From an optimization exercise on the open Yosys and OpenROAD flow, aimed at small area, a short achievable clock period and few clock cycles; shortcuts taken in it are not production practice.
No functional check of the RTL was part of this run.
Power is estimated from default activity; no workload was simulated.

==> flow/design.v <==
`default_nettype none
module gb_mbc_core (
    input  wire         clk,
    input  wire         rst,
    input  wire         cmd_valid,
    output wire         cmd_ready,
    input  wire [31:0]  cmd_word,
    output wire         res_valid,
    output wire [7:0]   res_status,
    output wire [31:0]  res_value,
    output wire [31:0]  res_aux,
    output wire         res_flag,
    output wire         res_hdr_valid,
    output wire [127:0] res_title,
    output wire [3:0]   res_mbc_type,
    output wire [1:0]   res_warn,
    output wire [15:0]  bus_addr,
    output wire         bus_set,
    output wire         bus_rd,
    output wire         bus_wr,
    output wire         bus_wait,
    output wire [7:0]   bus_wdata,
    input  wire         bus_ack,
    input  wire [7:0]   bus_rdata,
    input  wire         bus_err,
    output wire         out_valid,
    output wire [7:0]   out_data,
    input  wire         out_ready,
    output wire         in_req,
    input  wire         in_ack,
    input  wire [7:0]   in_data,
    input  wire         in_end,
    input  wire         in_fail
);
    localparam [3:0] ST_OK        = 4'h0;
    localparam [3:0] ST_BUSERR    = 4'h1;
    localparam [3:0] ST_UNSUP     = 4'h2;
    localparam [3:0] ST_FILEIO    = 4'h3;
    localparam [3:0] ST_ILLEGAL   = 4'h4;
    localparam [3:0] ST_NOSESSION = 4'h5;
    localparam [3:0] ST_FAULTED   = 4'h6;
    localparam [3:0] ST_ADDRUNSET = 4'h7;
    localparam [3:0] ST_CTRLWR    = 4'h8;
    localparam [3:0] ST_RAMNOTEN  = 4'h9;
    localparam [2:0] FAM_ROMONLY = 3'd0;
    localparam [2:0] FAM_MBC1    = 3'd1;
    localparam [2:0] FAM_MBC2    = 3'd2;
    localparam [2:0] FAM_MBC3    = 3'd3;
    localparam [2:0] FAM_MBC5    = 3'd4;
    localparam [4:0] OP_PARSE_HEADER    = 5'h01;
    localparam [4:0] OP_MAKE_ROM_READER = 5'h02;
    localparam [4:0] OP_ENABLE_RAM      = 5'h03;
    localparam [4:0] OP_DISABLE_RAM     = 5'h04;
    localparam [4:0] OP_SELECT_ROM_BANK = 5'h05;
    localparam [4:0] OP_SELECT_RAM_BANK = 5'h06;
    localparam [4:0] OP_SET_ADDR        = 5'h07;
    localparam [4:0] OP_READ_BYTE       = 5'h08;
    localparam [4:0] OP_WRITE_BYTE      = 5'h09;
    localparam [4:0] OP_ROM_SIZE        = 5'h0A;
    localparam [4:0] OP_ROM_STATUS      = 5'h0B;
    localparam [4:0] OP_ROM_READ        = 5'h0C;
    localparam [4:0] OP_RAM_DUMP        = 5'h0D;
    localparam [4:0] OP_RAM_RESTORE     = 5'h0E;
    localparam [4:0] OP_XLATE_ROM       = 5'h0F;
    localparam [4:0] OP_XLATE_RAM       = 5'h10;
    localparam [2:0] CK_EN     = 3'd0;   
    localparam [2:0] CK_DIS    = 3'd1;   
    localparam [2:0] CK_ROMSEL = 3'd2;   
    localparam [2:0] CK_RAMSEL = 3'd3;   
    localparam [2:0] CK_FIX    = 3'd4;   
    localparam [4:0] S_IDLE  = 5'd0;    
    localparam [4:0] S_EXEC  = 5'd1;    
    localparam [4:0] S_RES   = 5'd2;    
    localparam [4:0] S_HDR   = 5'd3;    
    localparam [4:0] S_HDONE = 5'd4;    
    localparam [4:0] S_CW    = 5'd5;    
    localparam [4:0] S_ASET  = 5'd6;    
    localparam [4:0] S_BRD   = 5'd7;    
    localparam [4:0] S_W1    = 5'd8;    
    localparam [4:0] S_WR    = 5'd9;    
    localparam [4:0] S_W2    = 5'd10;   
    localparam [4:0] S_RCHK  = 5'd11;   
    localparam [4:0] S_RRD   = 5'd12;   
    localparam [4:0] S_DRAIN = 5'd13;   
    localparam [4:0] S_FRD   = 5'd14;   
    localparam [4:0] S_BANK  = 5'd15;   
    localparam [4:0] S_DRD   = 5'd16;   
    localparam [4:0] S_TIN   = 5'd17;   
    localparam [3:0] U_OK  = 4'd0;
    localparam [3:0] U_N1  = 4'd1;
    localparam [3:0] U_N2  = 4'd2;
    localparam [3:0] U_N3  = 4'd3;
    localparam [3:0] U_E0  = 4'd4;
    localparam [3:0] U_ED  = 4'd5;
    localparam [3:0] U_F0  = 4'd6;
    localparam [3:0] U_F4  = 4'd7;
    localparam [3:0] U_BAD = 4'd8;
    reg  [4:0]   state;
    reg  [31:0]  cmd_r;
    reg  [3:0]   status;
    reg          ph_ready;       
    reg          ph_fault;       
    reg  [15:0]  addr_r;         
    reg          addr_valid;
    reg          pend;           
    reg  [2:0]   s_fam;
    reg  [3:0]   s_romc;         
    reg  [2:0]   s_ramc;         
    reg  [8:0]   rom_bank;
    reg          ram_en;
    reg  [23:0]  cursor;
    reg          eos;
    reg  [127:0] title_r;
    reg  [3:0]   h_type;
    reg          h_unrec;
    reg  [3:0]   h_romc;
    reg  [2:0]   h_ramc;
    reg  [3:0]   utf_st;
    reg          t_title, t_type, t_romc, t_ramc;   
    reg  [2:0]   ck;
    reg  [1:0]   step;
    reg  [23:0]  cnt;            
    reg  [7:0]   bq;             
    reg  [7:0]   od;             
    reg          ov;
    reg  [7:0]   sk;             
    reg          sv;
    reg          wdone, idone, ifail;
    wire [4:0]  op    = cmd_r[28:24];
    wire [15:0] imm16 = cmd_r[15:0];
    wire [23:0] imm24 = cmd_r[23:0];
    reg illegal;
    always @(*) begin
        if (cmd_r[31:29] != 3'd0)
            illegal = 1'b1;
        else case (op)
            OP_PARSE_HEADER, OP_MAKE_ROM_READER, OP_ENABLE_RAM, OP_DISABLE_RAM,
            OP_READ_BYTE, OP_ROM_SIZE, OP_ROM_STATUS, OP_RAM_DUMP, OP_RAM_RESTORE:
                illegal = (cmd_r[23:0] != 24'd0);
            OP_WRITE_BYTE:
                illegal = (cmd_r[23:8] != 16'd0);
            OP_SELECT_ROM_BANK, OP_SELECT_RAM_BANK, OP_SET_ADDR:
                illegal = (cmd_r[23:16] != 8'd0);
            OP_ROM_READ, OP_XLATE_ROM, OP_XLATE_RAM:
                illegal = 1'b0;
            default:
                illegal = 1'b1;
        endcase
    end
    wire op_hdr  = (op == OP_PARSE_HEADER) || (op == OP_MAKE_ROM_READER);
    wire op_rr   = (op == OP_ROM_READ);
    wire op_dump = (op == OP_RAM_DUMP);
    wire op_rest = (op == OP_RAM_RESTORE);
    wire op_data = op_rr || op_dump || op_rest;
    function [23:0] rom_size_of;
        input [3:0] c;
        begin
            rom_size_of = (c <= 4'd8) ? (24'h008000 << c) : 24'd0;
        end
    endfunction
    function [17:0] ram_size_of;
        input [2:0] c;
        begin
            case (c)
                3'd1:    ram_size_of = 18'h02000;
                3'd2:    ram_size_of = 18'h08000;
                3'd3:    ram_size_of = 18'h10000;
                3'd4:    ram_size_of = 18'h20000;
                default: ram_size_of = 18'h00000;
            endcase
        end
    endfunction
    wire [23:0] s_rom_size = rom_size_of(s_romc);
    wire [17:0] s_ram_size = ram_size_of(s_ramc);
    wire [9:0]  rom_banks  = s_rom_size[23:14];
    wire [4:0]  ram_banks  = s_ram_size[17:13];
    reg  [9:0]  fam_max_rom;
    reg  [4:0]  fam_max_ram;
    reg         has_ram_banking;
    always @(*) begin
        case (s_fam)
            FAM_MBC1: begin fam_max_rom = 10'd128; fam_max_ram = 5'd4;  has_ram_banking = 1'b1; end
            FAM_MBC2: begin fam_max_rom = 10'd16;  fam_max_ram = 5'd0;  has_ram_banking = 1'b0; end
            FAM_MBC3: begin fam_max_rom = 10'd128; fam_max_ram = 5'd4;  has_ram_banking = 1'b1; end
            FAM_MBC5: begin fam_max_rom = 10'd512; fam_max_ram = 5'd16; has_ram_banking = 1'b1; end
            default:  begin fam_max_rom = 10'd2;   fam_max_ram = 5'd0;  has_ram_banking = 1'b0; end
        endcase
    end
    wire [9:0]  lim_rom = (rom_banks < fam_max_rom) ? rom_banks : fam_max_rom;
    wire [4:0]  lim_ram = (ram_banks < fam_max_ram) ? ram_banks : fam_max_ram;
    wire        need_select    = has_ram_banking && (ram_banks != 5'd1);
    wire        bank_limit_bad = need_select && (ram_banks > fam_max_ram);
    wire        mbc1_big       = (rom_banks > 10'd32);
    wire [15:0] sel_rom_n = (imm16 == 16'd0) ? 16'd1 : imm16;
    wire [9:0]  rd_rom_n  = cursor[23:14];
    wire        addr_in_ram = (addr_r[15:13] == 3'b101);
    wire        at_end    = ({8'd0, cursor} == {8'd0, s_rom_size});
    wire [8:0]  cw_rom_n = op_rr ? rd_rom_n[8:0] : sel_rom_n[8:0];
    wire [3:0]  cw_ram_n = (op == OP_SELECT_RAM_BANK) ? imm16[3:0] : cnt[16:13];
    reg  [15:0] cw_addr;
    reg  [7:0]  cw_data;
    reg  [1:0]  cw_len;
    always @(*) begin
        cw_addr = 16'h0000;
        cw_data = 8'h00;
        cw_len  = 2'd0;
        case (ck)
            CK_EN: begin
                cw_data = 8'h0A;
                cw_len  = (s_fam == FAM_ROMONLY) ? 2'd0 : 2'd1;
            end
            CK_DIS: begin
                cw_len  = (s_fam == FAM_ROMONLY) ? 2'd0 : 2'd1;
            end
            CK_FIX: begin
                cw_addr = 16'h6000;
                cw_data = 8'h01;
                cw_len  = 2'd1;
            end
            CK_ROMSEL: begin
                case (s_fam)
                    FAM_MBC1: begin
                        if (mbc1_big) begin
                            cw_len = 2'd3;
                            case (step)
                                2'd0:    begin cw_addr = 16'h6000; cw_data = 8'h00; end
                                2'd1:    begin cw_addr = 16'h2000; cw_data = {3'd0, cw_rom_n[4:0]}; end
                                default: begin cw_addr = 16'h4000; cw_data = {6'd0, cw_rom_n[6:5]}; end
                            endcase
                        end else begin
                            cw_len  = 2'd1;
                            cw_addr = 16'h2000;
                            cw_data = {3'd0, cw_rom_n[4:0]};
                        end
                    end
                    FAM_MBC2: begin
                        cw_len  = 2'd1;
                        cw_addr = 16'h2100;
                        cw_data = {4'd0, cw_rom_n[3:0]};
                    end
                    FAM_MBC3: begin
                        cw_len  = 2'd1;
                        cw_addr = 16'h2000;
                        cw_data = {1'b0, cw_rom_n[6:0]};
                    end
                    FAM_MBC5: begin
                        cw_len = 2'd2;
                        if (step == 2'd0) begin
                            cw_addr = 16'h2000;
                            cw_data = cw_rom_n[7:0];
                        end else begin
                            cw_addr = 16'h3000;
                            cw_data = {7'd0, cw_rom_n[8]};
                        end
                    end
                    default: ;
                endcase
            end
            default: begin   
                case (s_fam)
                    FAM_MBC1: begin
                        cw_len = 2'd2;
                        if (step == 2'd0) begin
                            cw_addr = 16'h6000;
                            cw_data = 8'h01;
                        end else begin
                            cw_addr = 16'h4000;
                            cw_data = {6'd0, cw_ram_n[1:0]};
                        end
                    end
                    FAM_MBC3: begin
                        cw_len  = 2'd1;
                        cw_addr = 16'h4000;
                        cw_data = {6'd0, cw_ram_n[1:0]};
                    end
                    FAM_MBC5: begin
                        cw_len  = 2'd1;
                        cw_addr = 16'h4000;
                        cw_data = {4'd0, cw_ram_n[3:0]};
                    end
                    default: ;
                endcase
            end
        endcase
    end
    wire st_setreq = (state == S_HDR) || (state == S_RRD) || (state == S_DRD) ||
                     (state == S_FRD) || (state == S_CW && cw_len != 2'd0) ||
                     (state == S_W1 && op_rest);
    wire go      = !(((state == S_RRD) || (state == S_DRD)) && sv);
    assign bus_set = ((st_setreq && go) && !pend) || (state == S_ASET);
    reg [15:0] set_val;
    always @(*) begin
        case (state)
            S_HDR:   set_val = {9'h002, cnt[6:0]};
            S_CW:    set_val = cw_addr;
            S_ASET:  set_val = imm16;
            S_RRD:   set_val = {1'b0, (rd_rom_n != 10'd0), cursor[13:0]};
            S_FRD:   set_val = 16'h0134;
            default: set_val = {3'b101, cnt[12:0]};    
        endcase
    end
    assign bus_addr = bus_set ? set_val : addr_r;
    wire rd_st = (state == S_HDR) || (state == S_RRD) || (state == S_DRD) ||
                 (state == S_FRD) || (state == S_BRD);
    assign bus_rd   = rd_st && (go || pend);
    assign bus_wr   = (state == S_WR) || (state == S_CW && cw_len != 2'd0);
    assign bus_wait = (state == S_W1) || (state == S_W2 && !wdone);
    assign bus_wdata = (state == S_CW) ? cw_data : bq;
    wire req = bus_rd || bus_wr || bus_wait;
    wire ack = req && bus_ack;
    wire ack_ok = ack && !bus_err;
    wire ack_err = ack && bus_err && !bus_wait;
    wire pf = op_rest && (cnt[12:0] != 13'h1FFF);    
    assign in_req = (state == S_TIN) || (state == S_W2 && pf && !idone);
    wire iack = in_req && in_ack;
    wire iack_fail = iack && in_end && in_fail;
    assign out_valid = ov;
    assign out_data  = od;
    wire taken = ov && out_ready;
    assign cmd_ready = (state == S_IDLE);
    assign res_valid = (state == S_RES);
    wire        ok = (status == ST_OK);
    wire [23:0] h_rom_size = rom_size_of(h_romc);
    wire [17:0] h_ram_size = ram_size_of(h_ramc);
    wire        warn_any = h_unrec || (utf_st != U_OK);
    reg  [23:0] rv;
    reg  [17:0] ra;
    reg         rf;
    always @(*) begin
        rv = 24'd0;
        ra = 18'd0;
        rf = 1'b0;
        if (op_data) begin
            rv = cnt;
        end else if (ok) begin
            case (op)
                OP_PARSE_HEADER, OP_MAKE_ROM_READER: begin
                    rv = h_rom_size;
                    ra = h_ram_size;
                    rf = warn_any;
                end
                OP_READ_BYTE:  rv = {16'd0, bq};
                OP_ROM_SIZE:   rv = s_rom_size;
                OP_ROM_STATUS: begin
                    rv = cursor;
                    ra = {9'd0, rom_bank};
                    rf = eos;
                end
                OP_XLATE_ROM: begin
                    rv = {14'd0, imm24[23:14]};
                    ra = {3'd0, (imm24[23:14] != 10'd0), imm24[13:0]};
                    rf = (imm24 < s_rom_size);
                end
                OP_XLATE_RAM: begin
                    rv = {13'd0, imm24[23:13]};
                    ra = {2'd0, 3'b101, imm24[12:0]};
                    rf = ({6'd0, imm24[17:0]} < {6'd0, s_ram_size}) && (imm24[23:18] == 6'd0);
                end
                default: ;
            endcase
        end
    end
    assign res_status    = {4'd0, status};
    assign res_value     = {8'd0, rv};
    assign res_aux       = {14'd0, ra};
    assign res_flag      = rf;
    assign res_hdr_valid = ok && op_hdr;
    assign res_title     = title_r;
    assign res_mbc_type  = h_type;
    assign res_warn      = {h_unrec, (utf_st != U_OK)};
    reg  [3:0] d_type;
    reg        d_unrec;
    always @(*) begin
        d_unrec = 1'b0;
        case (bq)
            8'h00: d_type = 4'd0;
            8'h01: d_type = 4'd1;
            8'h02: d_type = 4'd2;
            8'h03: d_type = 4'd3;
            8'h05: d_type = 4'd4;
            8'h06: d_type = 4'd5;
            8'h11: d_type = 4'd6;
            8'h12: d_type = 4'd7;
            8'h13: d_type = 4'd8;
            8'h19: d_type = 4'd9;
            8'h1A: d_type = 4'd10;
            8'h1B: d_type = 4'd11;
            default: begin
                d_type  = 4'd0;
                d_unrec = 1'b1;
            end
        endcase
    end
    reg [2:0] h_fam;
    always @(*) begin
        case (h_type)
            4'd1, 4'd2, 4'd3:   h_fam = FAM_MBC1;
            4'd4, 4'd5:         h_fam = FAM_MBC2;
            4'd6, 4'd7, 4'd8:   h_fam = FAM_MBC3;
            4'd9, 4'd10, 4'd11: h_fam = FAM_MBC5;
            default:            h_fam = FAM_ROMONLY;
        endcase
    end
    reg [2:0] d_ramc;
    always @(*) begin
        if (h_type == 4'd0)
            d_ramc = 3'd0;
        else case (bq)
            8'h02:   d_ramc = 3'd1;
            8'h03:   d_ramc = 3'd2;
            8'h04:   d_ramc = 3'd4;
            8'h05:   d_ramc = 3'd3;
            default: d_ramc = 3'd0;
        endcase
    end
    reg [3:0] utf_next;
    always @(*) begin
        utf_next = U_BAD;
        case (utf_st)
            U_OK: begin
                if (bq < 8'h80)                       utf_next = U_OK;
                else if (bq >= 8'hC2 && bq <= 8'hDF)  utf_next = U_N1;
                else if (bq == 8'hE0)                 utf_next = U_E0;
                else if (bq == 8'hED)                 utf_next = U_ED;
                else if (bq >= 8'hE1 && bq <= 8'hEF)  utf_next = U_N2;
                else if (bq == 8'hF0)                 utf_next = U_F0;
                else if (bq >= 8'hF1 && bq <= 8'hF3)  utf_next = U_N3;
                else if (bq == 8'hF4)                 utf_next = U_F4;
                else                                  utf_next = U_BAD;
            end
            U_N1: utf_next = (bq[7:6] == 2'b10) ? U_OK : U_BAD;
            U_N2: utf_next = (bq[7:6] == 2'b10) ? U_N1 : U_BAD;
            U_N3: utf_next = (bq[7:6] == 2'b10) ? U_N2 : U_BAD;
            U_E0: utf_next = (bq >= 8'hA0 && bq <= 8'hBF) ? U_N1 : U_BAD;
            U_ED: utf_next = (bq >= 8'h80 && bq <= 8'h9F) ? U_N1 : U_BAD;
            U_F0: utf_next = (bq >= 8'h90 && bq <= 8'hBF) ? U_N2 : U_BAD;
            U_F4: utf_next = (bq >= 8'h80 && bq <= 8'h8F) ? U_N2 : U_BAD;
            default: utf_next = U_BAD;
        endcase
    end
    wire [23:0] cursor_inc = cursor + 24'd1;
    wire [23:0] cnt_inc    = cnt + 24'd1;
    wire        rr_last    = (cnt_inc == imm24) || ({8'd0, cursor_inc} == {8'd0, s_rom_size});
    wire        rr_bnd     = (cursor[13:0] == 14'h3FFF);
    wire        push       = ack_ok && ((state == S_RRD) || (state == S_DRD));
    always @(posedge clk) begin
        if (rst) begin
            state      <= S_IDLE;
            ph_ready   <= 1'b0;
            ph_fault   <= 1'b0;
            addr_valid <= 1'b0;
            pend       <= 1'b0;
            ov         <= 1'b0;
            sv         <= 1'b0;
            t_title    <= 1'b0;
            t_type     <= 1'b0;
            t_romc     <= 1'b0;
            t_ramc     <= 1'b0;
        end else begin
            pend <= req && !bus_ack;
            if (bus_set) begin
                addr_r     <= set_val;
                addr_valid <= 1'b1;
            end
            if (sv) begin
                if (taken) begin
                    od <= sk;
                    sv <= 1'b0;
                end
            end else if (push) begin
                if (!ov || taken) begin
                    od <= bus_rdata;
                    ov <= 1'b1;
                end else begin
                    sk <= bus_rdata;
                    sv <= 1'b1;
                end
            end else if (taken) begin
                ov <= 1'b0;
            end
            t_title <= 1'b0;
            t_type  <= 1'b0;
            t_romc  <= 1'b0;
            t_ramc  <= 1'b0;
            if (t_title) utf_st <= utf_next;
            if (t_type) begin
                h_type  <= d_type;
                h_unrec <= d_unrec;
            end
            if (t_romc) h_romc <= (bq <= 8'h08) ? bq[3:0] : 4'hF;
            if (t_ramc) h_ramc <= d_ramc;
            case (state)
                S_IDLE: begin
                    if (cmd_valid) begin
                        cmd_r <= cmd_word;
                        state <= S_EXEC;
                    end
                end
                S_RES: begin
                    state <= S_IDLE;
                end
                S_EXEC: begin
                    cnt    <= 24'd0;
                    status <= ST_OK;
                    state  <= S_RES;
                    step   <= 2'd0;
                    if (illegal) begin
                        status <= ST_ILLEGAL;
                    end else if (ph_fault) begin
                        status <= ST_FAULTED;
                    end else if (!ph_ready && !op_hdr) begin
                        status <= ST_NOSESSION;
                    end else begin
                        case (op)
                            OP_PARSE_HEADER, OP_MAKE_ROM_READER: begin
                                utf_st <= U_OK;
                                state  <= S_HDR;
                            end
                            OP_ENABLE_RAM: begin
                                ck    <= CK_EN;
                                state <= S_CW;
                            end
                            OP_DISABLE_RAM: begin
                                ck    <= CK_DIS;
                                state <= S_CW;
                            end
                            OP_SELECT_ROM_BANK: begin
                                if ((sel_rom_n >= {6'd0, rom_banks}) || (sel_rom_n >= {6'd0, fam_max_rom})) begin
                                    status <= ST_UNSUP;
                                end else begin
                                    ck    <= CK_ROMSEL;
                                    state <= S_CW;
                                end
                            end
                            OP_SELECT_RAM_BANK: begin
                                if (!has_ram_banking || imm16 >= {11'd0, lim_ram}) begin
                                    status <= ST_UNSUP;
                                end else begin
                                    ck    <= CK_RAMSEL;
                                    state <= S_CW;
                                end
                            end
                            OP_SET_ADDR: begin
                                state <= S_ASET;
                            end
                            OP_READ_BYTE: begin
                                if (!addr_valid)
                                    status <= ST_ADDRUNSET;
                                else if (addr_in_ram && !ram_en)
                                    status <= ST_RAMNOTEN;
                                else
                                    state <= S_BRD;
                            end
                            OP_WRITE_BYTE: begin
                                bq <= cmd_r[7:0];
                                if (!addr_valid)
                                    status <= ST_ADDRUNSET;
                                else if (!addr_r[15])
                                    status <= ST_CTRLWR;
                                else if (addr_in_ram && !ram_en)
                                    status <= ST_RAMNOTEN;
                                else
                                    state <= addr_in_ram ? S_W1 : S_WR;
                            end
                            OP_ROM_READ: begin
                                if (imm24 == 24'd0) begin
                                end else if (at_end) begin
                                    eos <= 1'b1;
                                end else begin
                                    state <= S_RCHK;
                                end
                            end
                            OP_RAM_DUMP: begin
                                if (bank_limit_bad) begin
                                    status <= ST_UNSUP;
                                end else begin
                                    ck    <= CK_EN;
                                    state <= S_CW;
                                end
                            end
                            OP_RAM_RESTORE: begin
                                if (s_ramc == 3'd0) begin
                                end else if (bank_limit_bad) begin
                                    status <= ST_UNSUP;
                                end else if (s_fam == FAM_MBC2) begin
                                    state <= S_FRD;
                                end else if (s_fam == FAM_MBC1) begin
                                    ck    <= CK_FIX;
                                    state <= S_CW;
                                end else begin
                                    ck    <= CK_EN;
                                    state <= S_CW;
                                end
                            end
                            default: ;   
                        endcase
                    end
                end
                S_HDR: begin
                    if (ack) begin
                        if (bus_err) begin
                            status   <= ST_BUSERR;
                            ph_fault <= 1'b1;
                            state    <= S_RES;
                        end else begin
                            bq <= bus_rdata;
                            if (cnt[6:0] >= 7'h34 && cnt[6:0] <= 7'h43) begin
                                title_r <= {bus_rdata, title_r[127:8]};
                                t_title <= 1'b1;
                            end
                            t_type <= (cnt[6:0] == 7'h47);
                            t_romc <= (cnt[6:0] == 7'h48);
                            t_ramc <= (cnt[6:0] == 7'h49);
                            cnt[6:0] <= cnt[6:0] + 7'd1;
                            if (cnt[6:0] == 7'h4F)
                                state <= S_HDONE;
                        end
                    end
                end
                S_HDONE: begin
                    if (op == OP_MAKE_ROM_READER) begin
                        ph_ready <= 1'b1;
                        s_fam    <= h_fam;
                        s_romc   <= h_romc;
                        s_ramc   <= h_ramc;
                        rom_bank <= 9'd1;
                        ram_en   <= 1'b0;
                        cursor   <= 24'd0;
                        eos      <= 1'b0;
                    end
                    state <= S_RES;
                end
                S_CW: begin
                    if (cw_len == 2'd0 || (ack && !bus_err && step == cw_len - 2'd1)) begin
                        step <= 2'd0;
                        case (ck)
                            CK_EN: begin
                                ram_en <= 1'b1;
                                state  <= op_data ? S_BANK : S_RES;
                            end
                            CK_DIS: begin
                                ram_en <= 1'b0;
                                state  <= op_dump ? S_DRAIN : S_RES;
                            end
                            CK_ROMSEL: begin
                                rom_bank <= cw_rom_n;
                                state    <= op_rr ? S_RRD : S_RES;
                            end
                            CK_RAMSEL: begin
                                state <= op_dump ? S_DRD : op_rest ? S_TIN : S_RES;
                            end
                            default: begin   
                                ck <= CK_EN;
                            end
                        endcase
                    end else if (ack) begin
                        if (bus_err) begin
                            status   <= ST_BUSERR;
                            ph_fault <= 1'b1;
                            state    <= op_data ? S_DRAIN : S_RES;
                        end else begin
                            step <= step + 2'd1;
                        end
                    end
                end
                S_ASET: begin
                    state <= S_RES;
                end
                S_BRD: begin
                    if (ack) begin
                        if (bus_err) begin
                            status   <= ST_BUSERR;
                            ph_fault <= 1'b1;
                        end else begin
                            bq <= bus_rdata;
                        end
                        state <= S_RES;
                    end
                end
                S_W1: begin
                    wdone <= 1'b0;
                    idone <= 1'b0;
                    ifail <= 1'b0;
                    if (ack) state <= S_WR;
                end
                S_WR: begin
                    wdone <= 1'b0;
                    idone <= 1'b0;
                    ifail <= 1'b0;
                    if (ack) begin
                        if (bus_err) begin
                            status   <= ST_BUSERR;
                            ph_fault <= 1'b1;
                            state    <= S_RES;
                        end else if (op_rest || addr_in_ram) begin
                            state <= S_W2;
                        end else begin
                            state <= S_RES;
                        end
                    end
                end
                S_W2: begin
                    if (ack) wdone <= 1'b1;
                    if (iack) begin
                        idone <= 1'b1;
                        if (iack_fail)
                            ifail <= 1'b1;
                        else
                            bq <= in_end ? 8'hFF : in_data;
                    end
                    if ((wdone || ack) && (!pf || idone || iack)) begin
                        if (!op_rest) begin
                            state <= S_RES;
                        end else begin
                            cnt <= cnt_inc;
                            if (!pf) begin
                                state <= S_BANK;
                            end else if (ifail || iack_fail) begin
                                status   <= ST_FILEIO;
                                ph_fault <= 1'b1;
                                state    <= S_RES;
                            end else begin
                                state <= S_W1;
                            end
                        end
                    end
                end
                S_RCHK: begin
                    if (cursor[13:0] == 14'd0 && rd_rom_n != 10'd0) begin
                        if (rd_rom_n >= lim_rom) begin
                            status <= ST_UNSUP;
                            state  <= S_DRAIN;
                        end else begin
                            ck    <= CK_ROMSEL;
                            state <= S_CW;
                        end
                    end else begin
                        state <= S_RRD;
                    end
                end
                S_RRD: begin
                    if (ack) begin
                        if (bus_err) begin
                            status   <= ST_BUSERR;
                            ph_fault <= 1'b1;
                            state    <= S_DRAIN;
                        end else begin
                            cursor <= cursor_inc;
                            cnt    <= cnt_inc;
                            if (rr_last)
                                state <= S_DRAIN;
                            else if (rr_bnd)
                                state <= S_RCHK;
                        end
                    end
                end
                S_DRAIN: begin
                    if (!sv && (!ov || taken))
                        state <= S_RES;
                end
                S_FRD: begin
                    if (ack) begin
                        if (bus_err) begin
                            status   <= ST_BUSERR;
                            ph_fault <= 1'b1;
                            state    <= S_RES;
                        end else begin
                            ck    <= CK_EN;
                            state <= S_CW;
                        end
                    end
                end
                S_BANK: begin
                    if (cnt[17:13] == ram_banks) begin
                        ck    <= CK_DIS;
                        state <= S_CW;
                    end else if (need_select) begin
                        ck    <= CK_RAMSEL;
                        state <= S_CW;
                    end else begin
                        state <= op_dump ? S_DRD : S_TIN;
                    end
                end
                S_DRD: begin
                    if (ack) begin
                        if (bus_err) begin
                            status   <= ST_BUSERR;
                            ph_fault <= 1'b1;
                            state    <= S_DRAIN;
                        end else begin
                            cnt <= cnt_inc;
                            if (cnt[12:0] == 13'h1FFF)
                                state <= S_BANK;
                        end
                    end
                end
                S_TIN: begin
                    if (iack) begin
                        if (iack_fail) begin
                            status   <= ST_FILEIO;
                            ph_fault <= 1'b1;
                            state    <= S_RES;
                        end else begin
                            bq    <= in_end ? 8'hFF : in_data;
                            state <= S_W1;
                        end
                    end
                end
                default: begin
                    state <= S_IDLE;
                end
            endcase
        end
    end
endmodule
`default_nettype wire
==> flow/run.sh <==
#!/bin/bash
# synth_recipe.tcl (not shown) runs the flow's synth.tcl, then flattens the netlist and writes it again
# the make line also repeats each setting of config.mk as NAME=value (left out here)
make -C /OpenROAD-flow-scripts/flow DESIGN_CONFIG=/design/flow/config.mk WORK_HOME=/design/flow/orfs CLKGATE_MAP_FILE= SYNTH_SCRIPT=/design/flow/synth_recipe.tcl finish
==> flow/config.mk <==
export PLATFORM = sky130hd
export DESIGN_NAME = gb_mbc_core
export DESIGN_NICKNAME = gb_mbc_core
export VERILOG_FILES = /design/flow/design.v
export SDC_FILE = /design/flow/constraint.sdc
export NUM_CORES = 4
export LEC_CHECK = 0
export CAP_MARGIN = 20
export CORE_MARGIN = 2
export CORE_UTILIZATION = 40
export SLEW_MARGIN = 20
==> flow/constraint.sdc <==
create_clock -name core_clock -period 8.0 [get_ports {clk}]
set_input_delay 1.6000 -clock core_clock [delete_from_list [all_inputs] [get_ports {clk}]]
set_output_delay 1.6000 -clock core_clock [all_outputs]
set_load 0.01 [all_outputs]
==> run summary <==
-- power breakdown --
group	switching [W]	internal [W]	leakage, nW
Sequential	0.000137	0.00186	2.84
Combinational	0.000473	0.000278	4.46
Clock	0.000724	0.000946	0.576
Total	0.00133	0.00308	7.88
-- metal layers --
metal	track usage, %	share of wire (%)	vias to the layer above
met4	10.6	3.5	2
met2	46.5	45	907
met3	6.74	10	147
met1	42.2	41	8238
met5	0	0.017	-
li1	-	-	7450
-- critical path, delay by kind of cell, from the launching register on --
kind	cells	cell delay [ps]
simple gates	3	550
flops	1	610
fa+ha+maj	1	320
compound gates	8	1850
buf+inv	2	1460
-- worst max-delay path by stage --
stage / endpoint / slack, ps
3_3_place_gp: bus_addr[13] / 2080
3_5_place_dp: bus_addr[4] / 1870
4_1_cts: bus_addr[4] / 1250
5_1_grt: bus_addr[2] / 690
2_1_floorplan: title_r[0]$_DFFE_PP_ / 780
6_report: bus_addr[2] / 1020
-- sequential cells by signal (all words and copies together) (netlist names), 4 cells and up --
name / count
title_r: 128
cmd_r: 32
cnt: 24
cursor: 24
addr_r: 16
rom_bank: 9
bq: 8
od: 8
sk: 8
state: 5
h_romc: 4
h_type: 4
s_romc: 4
status: 4
utf_st: 4
-- kinds of logic (layout without fill, tap and decap cells) --
kind of cell | Yosys count | in the layout | share of synthesized area (%)
other cells | 1 | 26 | 0.0201
simple gates | 738 | 738 | 20.2
flops | 312 | 312 | 49.3
mux | 35 | 35 | 1.96
xor+xnor | 78 | 78 | 3.80
fa+ha+maj | 56 | 56 | 3.75
buf+inv | 229 | 458 | 5.42
compound gates | 435 | 435 | 15.5
-- layout make-up --
type | count | area share, %
Multi-Input combinational cell | 1368 | 37.2
Clock buffer | 50 | 4.43
Sequential cell | 312 | 39.8
Tap cell | 607 | 3.28
Timing Repair Buffer | 326 | 13.6
Inverter | 64 | 1.04
Clock inverter | 18 | 0.664
-- synthesized netlist by cell type (6+ instances only) --
master / instances
sky130_fd_sc_hd__nor4b_1: 7
sky130_fd_sc_hd__and2_1: 20
sky130_fd_sc_hd__buf_2: 13
sky130_fd_sc_hd__mux2_2: 12
sky130_fd_sc_hd__and3_1: 23
sky130_fd_sc_hd__a2111oi_0: 6
sky130_fd_sc_hd__a211oi_1: 14
sky130_fd_sc_hd__nor3b_1: 14
sky130_fd_sc_hd__nand2_1: 145
sky130_fd_sc_hd__nand4_1: 22
sky130_fd_sc_hd__o22ai_1: 16
sky130_fd_sc_hd__buf_1: 8
sky130_fd_sc_hd__nand3b_1: 13
sky130_fd_sc_hd__inv_1: 60
sky130_fd_sc_hd__xnor2_1: 48
sky130_fd_sc_hd__nor2_1: 209
sky130_fd_sc_hd__and4_1: 6
sky130_fd_sc_hd__a41oi_1: 6
sky130_fd_sc_hd__a31oi_1: 20
sky130_fd_sc_hd__or3_1: 18
sky130_fd_sc_hd__xor2_1: 28
sky130_fd_sc_hd__or4_1: 7
sky130_fd_sc_hd__o32ai_1: 7
sky130_fd_sc_hd__nor4_1: 31
sky130_fd_sc_hd__nand2b_1: 33
sky130_fd_sc_hd__a22oi_1: 18
sky130_fd_sc_hd__a21oi_1: 113
sky130_fd_sc_hd__o211ai_1: 8
sky130_fd_sc_hd__buf_4: 32
sky130_fd_sc_hd__o21ai_0: 96
sky130_fd_sc_hd__ha_1: 56
sky130_fd_sc_hd__o21a_1: 13
sky130_fd_sc_hd__mux2i_1: 23
sky130_fd_sc_hd__clkbuf_1: 109
sky130_fd_sc_hd__dfxtp_1: 15
sky130_fd_sc_hd__nand3_1: 69
sky130_fd_sc_hd__nor2b_1: 26
sky130_fd_sc_hd__a222oi_1: 11
sky130_fd_sc_hd__a221oi_1: 17
sky130_fd_sc_hd__nor3_1: 60
sky130_fd_sc_hd__a21o_1: 7
sky130_fd_sc_hd__edfxtp_1: 297
-- per-stage QoR --
step	instance area (um^2)	total power [W]	util (%)
after global routing	23200	0.00456	50.0
after CTS	23200	0.00443	49.9
after detailed placement	22000	0.00276	47.4
after floorplan	18800	0.00241	-
after global placement	22000	0.00275	47.4
final	23200	0.00442	50.0
==> key figures <==
Route
  – Mean routed wirelength per cell: ~27 um
  – Routed vias: 16700
  – Drt initial violations: ~2000
  – Total wirelength of the detailed-routed design: between 70000 and 80000 um
  – Final antenna-violating net count: 0
  – Number of remaining DRC errors: 0
  – Per-cell via count in the routed design: slightly above 6
  – Detailed Routing Iterations Pass 1: 6

Layout
  – Share of layout cells above drive strength 1: around 7.2%
  – Register area: around 9000 um^2
  – Leading cell type in the layout, fill and taps excluded: sky130_fd_sc_hd__edfxtp_1
  – Final layout net count: about 2200
  – Count of filler cells inserted in the layout: about 4300
  – Number of non-filler instances in the completed layout: between 2000 and 3000
  – Antenna cells: 0
  – Area growth syn-to-layout: 24.0%
  – Most used cells in the layout excluding fill and tap cells: sky130_fd_sc_hd__edfxtp_1, sky130_fd_sc_hd__clkdlybuf4s50_1, sky130_fd_sc_hd__nor2_1
  – Multi-input gate area: between 8000 and 9000 um^2

Worst setup path
  – Slack of the worst reg-to-reg path: around 2400 ps
  – Most common cell type on the critical path: sky130_fd_sc_hd__a21oi_1
  – Origin of the critical flop-to-flop path: s_fam[1]$_DFFE_PP_
  – Path depth of the worst reg2reg path: 18
  – Worst endpoint required time: between 6000 and 7000 ps
  – Critical path launch point: s_romc[0]$_DFFE_PP_
  – CP max-delay cell: sky130_fd_sc_hd__clkinv_1
  – Kind of start point of the critical path: flop
  – Crit Path Category: reg2out
  – Critical Path Fanout Max: 31
  – Data arrival time of the critical path: between 5000 and 6000 ps
  – Worst path cell trace: nor2_1 > nand3b_1 > o21ai_0 > o21ai_0 > a21oi_1 > a21oi_1 > ha_1 > nor3_1 > a21oi_1 > o32ai_1 > a21oi_1 > clkinv_1 > a41oi_1 > clkdlybuf4s50_1
  – Reg-to-reg critical path endpoint: ck[0]$_DFFE_PP_
  – Slowest Stage Delay on Critical Path: between 800 and 900 ps
  – Kind of end point of the critical path: primary output

Global routing
  – First-pass GRT wire length: between 100000 and 150000 um
  – Global-route usage over all layers: a little under a third
  – Number of antenna violations at the first check in global routing: 1
  – Residual overflow from global routing: 0
  – Via count of the first global-routing pass: roughly 16000
  – Largest net degree at the start of global routing: between 60 and 70

Logic synthesis
  – Dominant cells by area after synthesis: sky130_fd_sc_hd__edfxtp_1, sky130_fd_sc_hd__nor2_1, sky130_fd_sc_hd__ha_1
  – Post-synth cell types: just under 100
  – Proportion of synthesized chip area in sequential cells: between 40% and 50%
  – Yosys top cell area share: 47.7%
  – Proportion of register bits with asynchronous set or reset after synthesis: 0%
  – Synthesized flop and latch total: 312
  – Most area-hungry cell type in the Yosys netlist: sky130_fd_sc_hd__edfxtp_1
  – Most used DFF post-synth: sky130_fd_sc_hd__edfxtp_1
  – Gate Count Post-Synth: 1884
  – Post-Syn Area: approximately 19000 um^2
  – Number of enable-type register cells in the synthesized netlist: between 200 and 300
  – Syn_area_per_cell: just under 10 um^2
  – Warnings from Yosys: 1

CTS
  – CTS sink count: 312
  – Later-pin clock latency in the skew report: 570 ps
  – Number of buffers inserted to repair setup after CTS: 0
  – Longest Clk Path Bufs: 3
  – Clk slew on worst S/H paths: around 70 ps
  – Hold buffers post-CTS: 0
  – CTS H-tree depth: 2
  – Post-cts repair resize count: 0
  – Number of CTS-inserted buffers: 38
  – Clock Root Buffer: sky130_fd_sc_hd__clkbuf_16
  – TritonCTS clock tree: yes

Timing
  – Final Skew: 22.4 ps
  – Worst slew margin relative to its limit: 28.1%
  – Setup total negative slack: 0 ps
  – Hold WS: between 400 and 500 ps
  – Maximum clock rate: between 100 and 150 MHz
  – Period minus WS final: between 6000 and 7000 ps
  – Final WS setup: between 1000 and 1500 ps
  – Max Slew Vio Count: 0
  – Least-Margin Pin Slew: around 1100 ps
  – Period Utilization, post-route: between 80 and 90%
  – Number of hold violations in the final report: 0
  – Final setup violating endpoints: 0
  – Unrepaired setup endpoints after global routing: no

Floorplan
  – Die X: 220 um
  – Vertical die dimension: 220 um
  – Initial Utilization: between 40% and 50%
  – Placeable Area: 46400 um^2
  – Num rows: 79
  – DIE AREA: about 48000 um^2
  – Num ports: roughly 310

Hold path
  – Type of the worst min-delay path: reg2reg
  – Startpoint of the lowest-slack hold path: title_r[71]$_DFFE_PP_
  – Hold EP: title_r[63]$_DFFE_PP_
  – Depth of the worst hold-timing path: 0

Outcome
  – Run status: complete, no violations

Job
  – Max cap viols: 0

Placed design
  – Half-perimeter wire length after placement: roughly 56000 um
  – Number of port buffers: about 280
  – Placed cells: 2677
  – Final weighted congestion in routability-driven placement: between 0.9 and 1
  – Placement Setup Slack: between 1500 and 2000 ps

Power
  – Cell Pwr Density: between 150 and 200 nW/um^2
  – Leakage power figure: 7.88 nW
  – Peak VDD IR: 145 uV

## static timing again, ports no longer ideal
In the flow no input, the clock included, has a driving cell. The finished layout below was timed again as built, in two steps. Step 1 sets driving cells, clkbuf_16 on the clock port and buf_2 on the other inputs (assumed; they add their load-dependent delay and slew). Step 2, shift: input delay + t, output delay - t, t = (earliest + latest rising clock arrival at the registers) / 2. This alone moves slack from input paths to output paths. Slacks: ideal / step 1 / step 2; pairs: ideal / step 1.
shift t [ns]: 0.622
slack for setup (ns): 1.023 / 0.963 / 1.585
worst data-port slew with drivers (ns): 0.08
After both steps this run still meets setup and hold. For this run, drivers alone change the setup slack by -0.060 ns; drivers and shift together by +0.562 ns.
